What follows belongs to an exercise in optimizing a design on an open flow for small area, a short achievable clock period and few clock cycles; a production flow would make more cautious choices.
Where RTL was checked, it was by simulation tests only, not by an equivalence proof against the original.
Power figures rest on the tool's default switching activity, not on a simulated workload.

## deco8_decode
module deco8_decode (
    input  wire        clk,
    input  wire        rst,           
    input  wire        start,         
    input  wire        cartlen_ok,    
    output reg         cart_re,
    output reg  [14:0] cart_addr,
    input  wire [7:0]  cart_rdata,
    output reg         out_re,
    output reg  [17:0] out_raddr,
    input  wire [7:0]  out_rdata,
    output reg         out_we,
    output reg  [17:0] out_waddr,
    output reg  [7:0]  out_wdata,
    output reg         done,
    output reg  [15:0] status,
    output reg  [1:0]  version,
    output wire [31:0] magic,
    output wire [15:0] dlen,
    output wire [15:0] hdr6,
    output reg  [17:0] textlen,
    output reg         text_valid,
    output reg         empty
);
    localparam [31:0] MAGIC_V1 = 32'h3A633A00;
    localparam [31:0] MAGIC_V2 = 32'h00707861;
    localparam [14:0] CODE_BASE = 15'h4300;
    localparam [14:0] CLEN_BASE = 15'h4306;
    localparam [14:0] BODY_BASE = 15'h4308;
    localparam IDLE = 0, HDR = 1, CLASS = 2, V0 = 3, V1 = 4, CP = 5, V2H = 6,
               V2C = 7, V2A = 8, V2B = 9, DRAIN = 10, TAIL = 11, ERR = 12;
    localparam NS = 13;
    reg [NS-1:0] st;
    reg        start_r, ok_r;
    reg        f1, f2;      
    reg [15:0] rc;          
    reg        rz, rle0, r1;    
    reg        g1;          
    reg        g2;          
    reg [2:0]  hidx;        
    reg [3:0]  cnt;         
    reg [17:0] olen_c;      
    reg        ecode;       
    reg        bb;          
    reg        mism;        
    reg [63:0] hdr_o;       
    reg        a_v;         
    reg [7:0]  fq0, fq1, fq2, fq3;
    reg [3:0]  fv;          
    reg [3:0]  ft;          
    reg        r_v;         
    reg [7:0]  r_lit;
    reg        r_tab;       
    reg        d_v, d_cp;
    reg [7:0]  d_lit;
  ...
Size: ~1600 cells after synthesis, ~290 flip-flops, about 190 I/O pins, ~15000 sq um of cells after synthesis.
clock: 10.0 ns
lec_check: 0
cap_margin: 20
core_margin: 2
core_utilization: 55
slew_margin: 20
standard.sh (not shown) runs the stock make flow with config.mk's settings and CLKGATE_MAP_FILE= SYNTH_SCRIPT=/design/flow/synth_recipe.tcl, a recipe that flattens the netlist after the stock synthesis.
==> flow/flow/run.sh <==
#!/bin/bash
# The standard layout (standard.sh: the standard synthesis, floorplan,
# placement, CTS and routing) with these changes:
#  - the port buffers are buf_2 cells rather than the default pick, a slow
#    clock-delay cell; every port still gets its buffer;
#  - repair_timing aims at a setup margin of 6.9 ns, so it sizes the logic for a
#    shorter period than the 10 ns clock asks for.
# The clock period and the SDC constraints are the standard flow's, unchanged.
set -euo pipefail
bash standard.sh "BUFFER_PORTS_ARGS=-buffer_cell sky130_fd_sc_hd__buf_2" \
    SETUP_SLACK_MARGIN=6.9  "CTS_ARGS=-sink_clustering_enable -repair_clock_nets -dont_use_dummy_load -sink_clustering_size 30 -sink_clustering_max_diameter 80" finish > standard_flow.log 2>&1
The baseline completed without violations.
Testbench counts at the start, summed over its fixed seeds: cycles 382,588.
Next try:
--- a/flow/flow/run.sh
+++ b/flow/flow/run.sh
@@ -6 +6 @@
-#  - repair_timing aims at a setup margin of 6.9 ns, so it sizes the logic for a
+#  - repair_timing aims at a setup margin of 6.5 ns, so it sizes the logic for a
@@ -11 +11 @@
-    SETUP_SLACK_MARGIN=6.9  "CTS_ARGS=-sink_clustering_enable -repair_clock_nets -dont_use_dummy_load -sink_clustering_size 30 -sink_clustering_max_diameter 80" finish > standard_flow.log 2>&1
+    SETUP_SLACK_MARGIN=6.5  "CTS_ARGS=-sink_clustering_enable -repair_clock_nets -dont_use_dummy_load -sink_clustering_size 30 -sink_clustering_max_diameter 80" finish > standard_flow.log 2>&1
What happened:
- The new run completed without violations
- global-route usage hardly moves
- core utilization shrinks by 1.9 points
- clock-buffer cell count does not change
Next try:
--- a/flow/flow/run.sh
+++ b/flow/flow/run.sh
@@ -6 +6 @@
-#  - repair_timing aims at a setup margin of 6.5 ns, so it sizes the logic for a
+#  - repair_timing aims at a setup margin of 6.7 ns, so it sizes the logic for a
@@ -11 +11 @@
-    SETUP_SLACK_MARGIN=6.5  "CTS_ARGS=-sink_clustering_enable -repair_clock_nets -dont_use_dummy_load -sink_clustering_size 30 -sink_clustering_max_diameter 80" finish > standard_flow.log 2>&1
+    SETUP_SLACK_MARGIN=6.7  "CTS_ARGS=-sink_clustering_enable -repair_clock_nets -dont_use_dummy_load -sink_clustering_size 30 -sink_clustering_max_diameter 80" finish > standard_flow.log 2>&1
Outcome:
- The changed run ran to the end with no violations
- cell count rises by 0.39%
- power stays flat
- final area rises by 1.9%
- setup slack gets better by 0.034 ns
- critical path depth rises by 1
- maximum frequency rises by 1.0%
- register-to-register slack gets better by 0.21 ns
- first-iteration DRC count falls by 8.3%
- via count rises by 0.81%

---

Another version of the RTL of deco8_decode (not shown whole).
Size: about 270 flip-flops, about 190 I/O pins, about 15000 µm² of cells after synthesis.
export LEC_CHECK = 0
export CAP_MARGIN = 20
export CORE_MARGIN = 2
export CORE_UTILIZATION = 40
export SLEW_MARGIN = 20
create_clock -name core_clock -period 10.0 [get_ports {clk}]
==> flow/flow/run.sh <==
#!/bin/bash
# The standard layout (standard.sh: the standard synthesis, floorplan,
# placement, CTS and routing) with two changes:
#  - the port buffers are buf_2 cells rather than the default pick, a slow
#    clock-delay cell; every port still gets its buffer;
#  - repair_timing aims at a setup margin of 7 ns, so it sizes the logic for a
#    shorter period than the 10 ns clock asks for.
# The clock period and the SDC constraints are the standard flow's, unchanged.
set -euo pipefail
bash standard.sh "BUFFER_PORTS_ARGS=-buffer_cell sky130_fd_sc_hd__buf_2" \
    SETUP_SLACK_MARGIN=7 finish > standard_flow.log 2>&1
The first run produced a clean layout.
==> next run, changes <==
==> flow/run.sh (new file) <==
#!/bin/bash
# synth_recipe.tcl (not shown) runs the flow's synth.tcl, then flattens the netlist and writes it again
# the make line also repeats each setting of config.mk as NAME=value (left out here)
make -C /OpenROAD-flow-scripts/flow DESIGN_CONFIG=/design/flow/config.mk WORK_HOME=/design/flow/orfs CLKGATE_MAP_FILE= SYNTH_SCRIPT=/design/flow/synth_recipe.tcl finish
removed: flow/flow/run.sh
removed: flow/standard.sh
=>
- The changed run produced a clean layout
- sequential power hardly moves
- power goes down by 8.6%
- cell area decreases by 10%
- global-route usage drops by 2.0 points
- die area stays the same
==> next run, changes <==
==> flow/flow/run.sh (new file) <==
#!/bin/bash
# The standard layout (standard.sh: the standard synthesis, floorplan,
# placement, CTS and routing) with two changes:
#  - the port buffers are buf_2 cells rather than the default pick, a slow
#    clock-delay cell; every port still gets its buffer;
#  - repair_timing aims at a setup margin of 6 ns, so it sizes the logic for a
#    shorter period than the 10 ns clock asks for.
# The clock period and the SDC constraints are the standard flow's, unchanged.
set -euo pipefail
bash standard.sh "BUFFER_PORTS_ARGS=-buffer_cell sky130_fd_sc_hd__buf_2" \
    SETUP_SLACK_MARGIN=6 finish > standard_flow.log 2>&1
==> flow/standard.sh (new file) <==
#!/bin/bash
# synth_recipe.tcl (not shown) runs the flow's synth.tcl, then flattens the netlist and writes it again
# the make line also repeats each setting of config.mk as NAME=value (left out here)
make -C /OpenROAD-flow-scripts/flow DESIGN_CONFIG=/design/flow/config.mk WORK_HOME=/design/flow/orfs CLKGATE_MAP_FILE= SYNTH_SCRIPT=/design/flow/synth_recipe.tcl "${@:-finish}"
removed: flow/run.sh
Outcome:
- area after synthesis is unchanged
- die area does not change
- cell count climbs by 0.92%
- synthesized cell count is unchanged
- routed wire length grows by 0.54%
- power rose by 0.57%
- combinational power increases by about 3%
Function was not checked in any run of this note: the RTL went through the layout flow alone.

---

Setup of north:
deco8_decode, a different RTL version from the one above (not shown whole).
Size: about 1,500 cells after synthesis, roughly 190 I/O pins.
clock: 10.0 ns
lec_check: 0
cap_margin: 20
core_margin: 2
core_utilization: 40
slew_margin: 20
run.sh (not shown) runs the stock make flow with config.mk's settings and CLKGATE_MAP_FILE= SYNTH_SCRIPT=/design/flow/synth_recipe.tcl, a recipe that flattens the netlist after the stock synthesis.
Stock flow here: none of the scripts above is used.
#### Input delta (south over north)
- ABC_CLOCK_PERIOD_IN_PS: unset -> 2500
Findings:
In terms of final number of max-transition violations, south and north differ only marginally. [compare] base=north new=south: met1 global-route usage closely matched the old numbers; count of inverters not on the clock network in the layout comparable. north -> south: via count flat. Diff north..south | number of filler instances in the final layout | unchanged. Reported for south and north, worst setup slack turned out identical to the last digit. On proportion of power drawn by flip-flops and latches, south and north are neck and neck. | sequential share of layout area | north vs south | ≈ equal |. Data required time at the worst endpoint: south vs north, no meaningful difference.
Function was not checked in any run of this note: the RTL went through the layout flow alone.

---

== red ==
Another version of the RTL of deco8_decode (not shown whole).
Size: roughly 1600 cells after synthesis, about 190 I/O pins, about 15000 µm² of cells after synthesis.
==> flow/design.v (excerpt) <==
module deco8_decode (
    input  wire        clk,
    input  wire        rst,           
    input  wire        start,         
    input  wire        cartlen_ok,    
    output reg         cart_re,
    output reg  [14:0] cart_addr,
    input  wire [7:0]  cart_rdata,
    output reg         out_re,
    output reg  [17:0] out_raddr,
    input  wire [7:0]  out_rdata,
    output reg         out_we,
    output reg  [17:0] out_waddr,
    output reg  [7:0]  out_wdata,
    output reg         done,
    output reg  [15:0] status,
    output reg  [1:0]  version,
    output wire [31:0] magic,
    output wire [15:0] dlen,
    output wire [15:0] hdr6,
    output reg  [17:0] textlen,
    output reg         text_valid,
    output reg         empty
);
    localparam [31:0] MAGIC_V1 = 32'h3A633A00;
    localparam [31:0] MAGIC_V2 = 32'h00707861;
    localparam [14:0] CODE_BASE = 15'h4300;
    localparam [14:0] CLEN_BASE = 15'h4306;
    localparam [14:0] BODY_BASE = 15'h4308;
    localparam IDLE = 0, HDR = 1, CLASS = 2, V0 = 3, V1 = 4, CP = 5, V2H = 6,
               V2C = 7, V2A = 8, V2B = 9, DRAIN = 10, TAIL = 11, ERR = 12;
    localparam NS = 13;
    reg [NS-1:0] st;
    reg        start_r, ok_r;
    reg [1:0]  ver;
    reg        f1, f2;      
    reg [15:0] rc;          
    reg        rz, rle0, r1;    
    reg        g1;          
    reg        g2;          
    reg [2:0]  hidx;        
    reg [3:0]  cnt;         
    reg [18:0] olen_c;      
    reg        ecode;       
    reg        bb;          
    reg        mism;        
    reg [63:0] hdr_o;       
    reg        a_v;         
    reg [7:0]  fq0, fq1, fq2, fq3;
    reg [3:0]  fv;          
    reg [3:0]  ft;          
    reg [3:0]  fz;          
    reg        r_v;         
    reg [7:0]  r_lit;
    reg        r_tab;       
    reg        d_v, d_cp;
    reg [7:0]  d_lit;
    reg [1:0]  u_need;
    reg [2:0]  u_rng;       
    reg        u_bad;
    assign magic = hdr_o[63:32] & {32{text_valid}};
  ...
clock: 10.0 ns
lec_check: 0
cap_margin: 20
core_margin: 2
core_utilization: 65
slew_margin: 20
standard.sh (not shown) runs the stock make flow with config.mk's settings and CLKGATE_MAP_FILE= SYNTH_SCRIPT=/design/flow/synth_recipe.tcl, a recipe that flattens the netlist after the stock synthesis.
==> flow/flow/run.sh <==
#!/bin/bash
# The standard layout (standard.sh: the standard synthesis, floorplan,
# placement, CTS and routing) with these changes:
#  - the port buffers are buf_2 cells rather than the default pick, a slow
#    clock-delay cell; every port still gets its buffer;
#  - repair_timing aims at a setup margin of 6.5 ns, so it sizes the logic for a
#    shorter period than the 10 ns clock asks for.
# The clock period and the SDC constraints are the standard flow's, unchanged.
set -euo pipefail
bash standard.sh "BUFFER_PORTS_ARGS=-buffer_cell sky130_fd_sc_hd__buf_2" \
    SETUP_SLACK_MARGIN=6.5  "CTS_ARGS=-sink_clustering_enable -repair_clock_nets -dont_use_dummy_load -sink_clustering_size 30 -sink_clustering_max_diameter 80" finish > standard_flow.log 2>&1
Testbench counts of red, summed over its fixed seeds: cycles 382,588.
Modified inputs, blue compared to red
# red
export LEC_CHECK = 0
export CAP_MARGIN = 20
export CORE_MARGIN = 2
export CORE_UTILIZATION = 65
export SLEW_MARGIN = 20
create_clock -name core_clock -period 10.0 [get_ports {clk}]
# blue
export LEC_CHECK = 0
export CAP_MARGIN = 20
export CORE_MARGIN = 2
export CORE_UTILIZATION = 40
export SLEW_MARGIN = 20
create_clock -name core_clock -period 10.0 [get_ports {clk}]
==> flow/flow/run.sh <==
#!/bin/bash
# The standard layout (standard.sh: the standard synthesis, floorplan,
# placement, CTS and routing) with these changes:
#  - the port buffers are buf_2 cells rather than the default pick, a slow
#    clock-delay cell; every port still gets its buffer;
#  - repair_timing aims at a setup margin of 6 ns, so it sizes the logic for a
#    shorter period than the 10 ns clock asks for.
# The clock period and the SDC constraints are the standard flow's, unchanged.
set -euo pipefail
bash standard.sh "BUFFER_PORTS_ARGS=-buffer_cell sky130_fd_sc_hd__buf_2" \
    SETUP_SLACK_MARGIN=6  finish > standard_flow.log 2>&1
[summary]
The final layout from blue, which completed every stage, passed the timing, DRC and antenna checks at the end of the flow.
Summary of blue over red: net switching component of the power picked up an extra about 15%; leakage power picked up an extra 5.7%.
Slowest cell on the critical path = dfxtp_2: blue; slowest cell on the critical path = dfxtp_4: red
Lower non-clock buffering overhead in the final layout was reported by blue, not red.
## Diff of input files: green against blue
# blue
export LEC_CHECK = 0
export CAP_MARGIN = 20
export CORE_MARGIN = 2
export CORE_UTILIZATION = 40
export SLEW_MARGIN = 20
create_clock -name core_clock -period 10.0 [get_ports {clk}]
# green
export LEC_CHECK = 0
export CAP_MARGIN = 20
export CORE_MARGIN = 2
export CORE_UTILIZATION = 55
export SLEW_MARGIN = 20
create_clock -name core_clock -period 10.0 [get_ports {clk}]
diff --git a/flow/flow/run.sh b/flow/flow/run.sh
--- a/flow/flow/run.sh
+++ b/flow/flow/run.sh
@@ -5,3 +5,3 @@
 #    clock-delay cell; every port still gets its buffer;
-#  - repair_timing aims at a setup margin of 6 ns, so it sizes the logic for a
+#  - repair_timing aims at a setup margin of 6.8 ns, so it sizes the logic for a
 #    shorter period than the 10 ns clock asks for.
@@ -10,2 +10,2 @@
 bash standard.sh "BUFFER_PORTS_ARGS=-buffer_cell sky130_fd_sc_hd__buf_2" \
-    SETUP_SLACK_MARGIN=6  finish > standard_flow.log 2>&1
+    SETUP_SLACK_MARGIN=6.8  "CTS_ARGS=-sink_clustering_enable -repair_clock_nets -dont_use_dummy_load -sink_clustering_size 30 -sink_clustering_max_diameter 80" finish > standard_flow.log 2>&1
Results
Total design power of green falls short of that of blue by more than 10%.
green: die area is about 27% lower than what blue reported.
Taking blue as the reference, in green sequential share of cell area has increased; area growth from synthesis to layout has decreased.
Changes observed in green relative to blue: worst hold slack now larger; highest cell delay on the worst timing path fell by 110 ps; length of routed met3 wiring lower; sum of routed wire length over all layers dropped 2.0 mm.
green vs blue: leakage power down by a few percent

-- port drivers added, routing unchanged --
Ports are ideal in the flow. The routed layouts listed here were re-timed in OpenROAD. Step 1: set_driving_cell puts a clkbuf_16 on clk and a buf_2 on each other input, an assumption about the parent block. Step 2, shift: input delay + t, output delay - t, t = (earliest + latest rising clock arrival at the registers) / 2. This alone moves slack from input paths to output paths. Slacks: ideal / step 1 / step 2; pairs: ideal / step 1.
run | t, ns | setup slack, ns | worst setup path after step 2 | pins driven straight from the clock port
the first run of note 1 | 0.541 | 6.695 / 6.641 / 6.366 | input to register | 1
the second run of note 1 | 0.540 | 6.652 / 6.599 / 6.185 | input to register | 1
the third run of note 1 | 0.538 | 6.685 / 6.636 / 6.410 | input to register | 1
the first run of note 2 | 0.579 | 6.299 / 6.299 / 6.299 | register to register | 1
the second run of note 2 | 0.617 | 4.857 / 4.857 / 4.857 | register to register | 1
the third run of note 2 | 0.570 | 6.080 / 6.080 / 6.080 | register to register | 1
north | 0.623 | 4.051 / 4.051 / 4.051 | register to register | 1
south | 0.623 | 4.051 / 4.051 / 4.051 | register to register | 1
red | 0.536 | 6.624 / 6.577 / 6.483 | input to register | 1
blue | 0.571 | 6.276 / 6.220 / 6.523 | input to register | 1
green | 0.535 | 6.605 / 6.554 / 6.504 | input to register | 1
After both steps setup and hold are still met in every run listed. For the second run of note 1, which loses most, drivers alone change the setup slack by -0.053 ns; drivers and shift together by -0.467 ns.
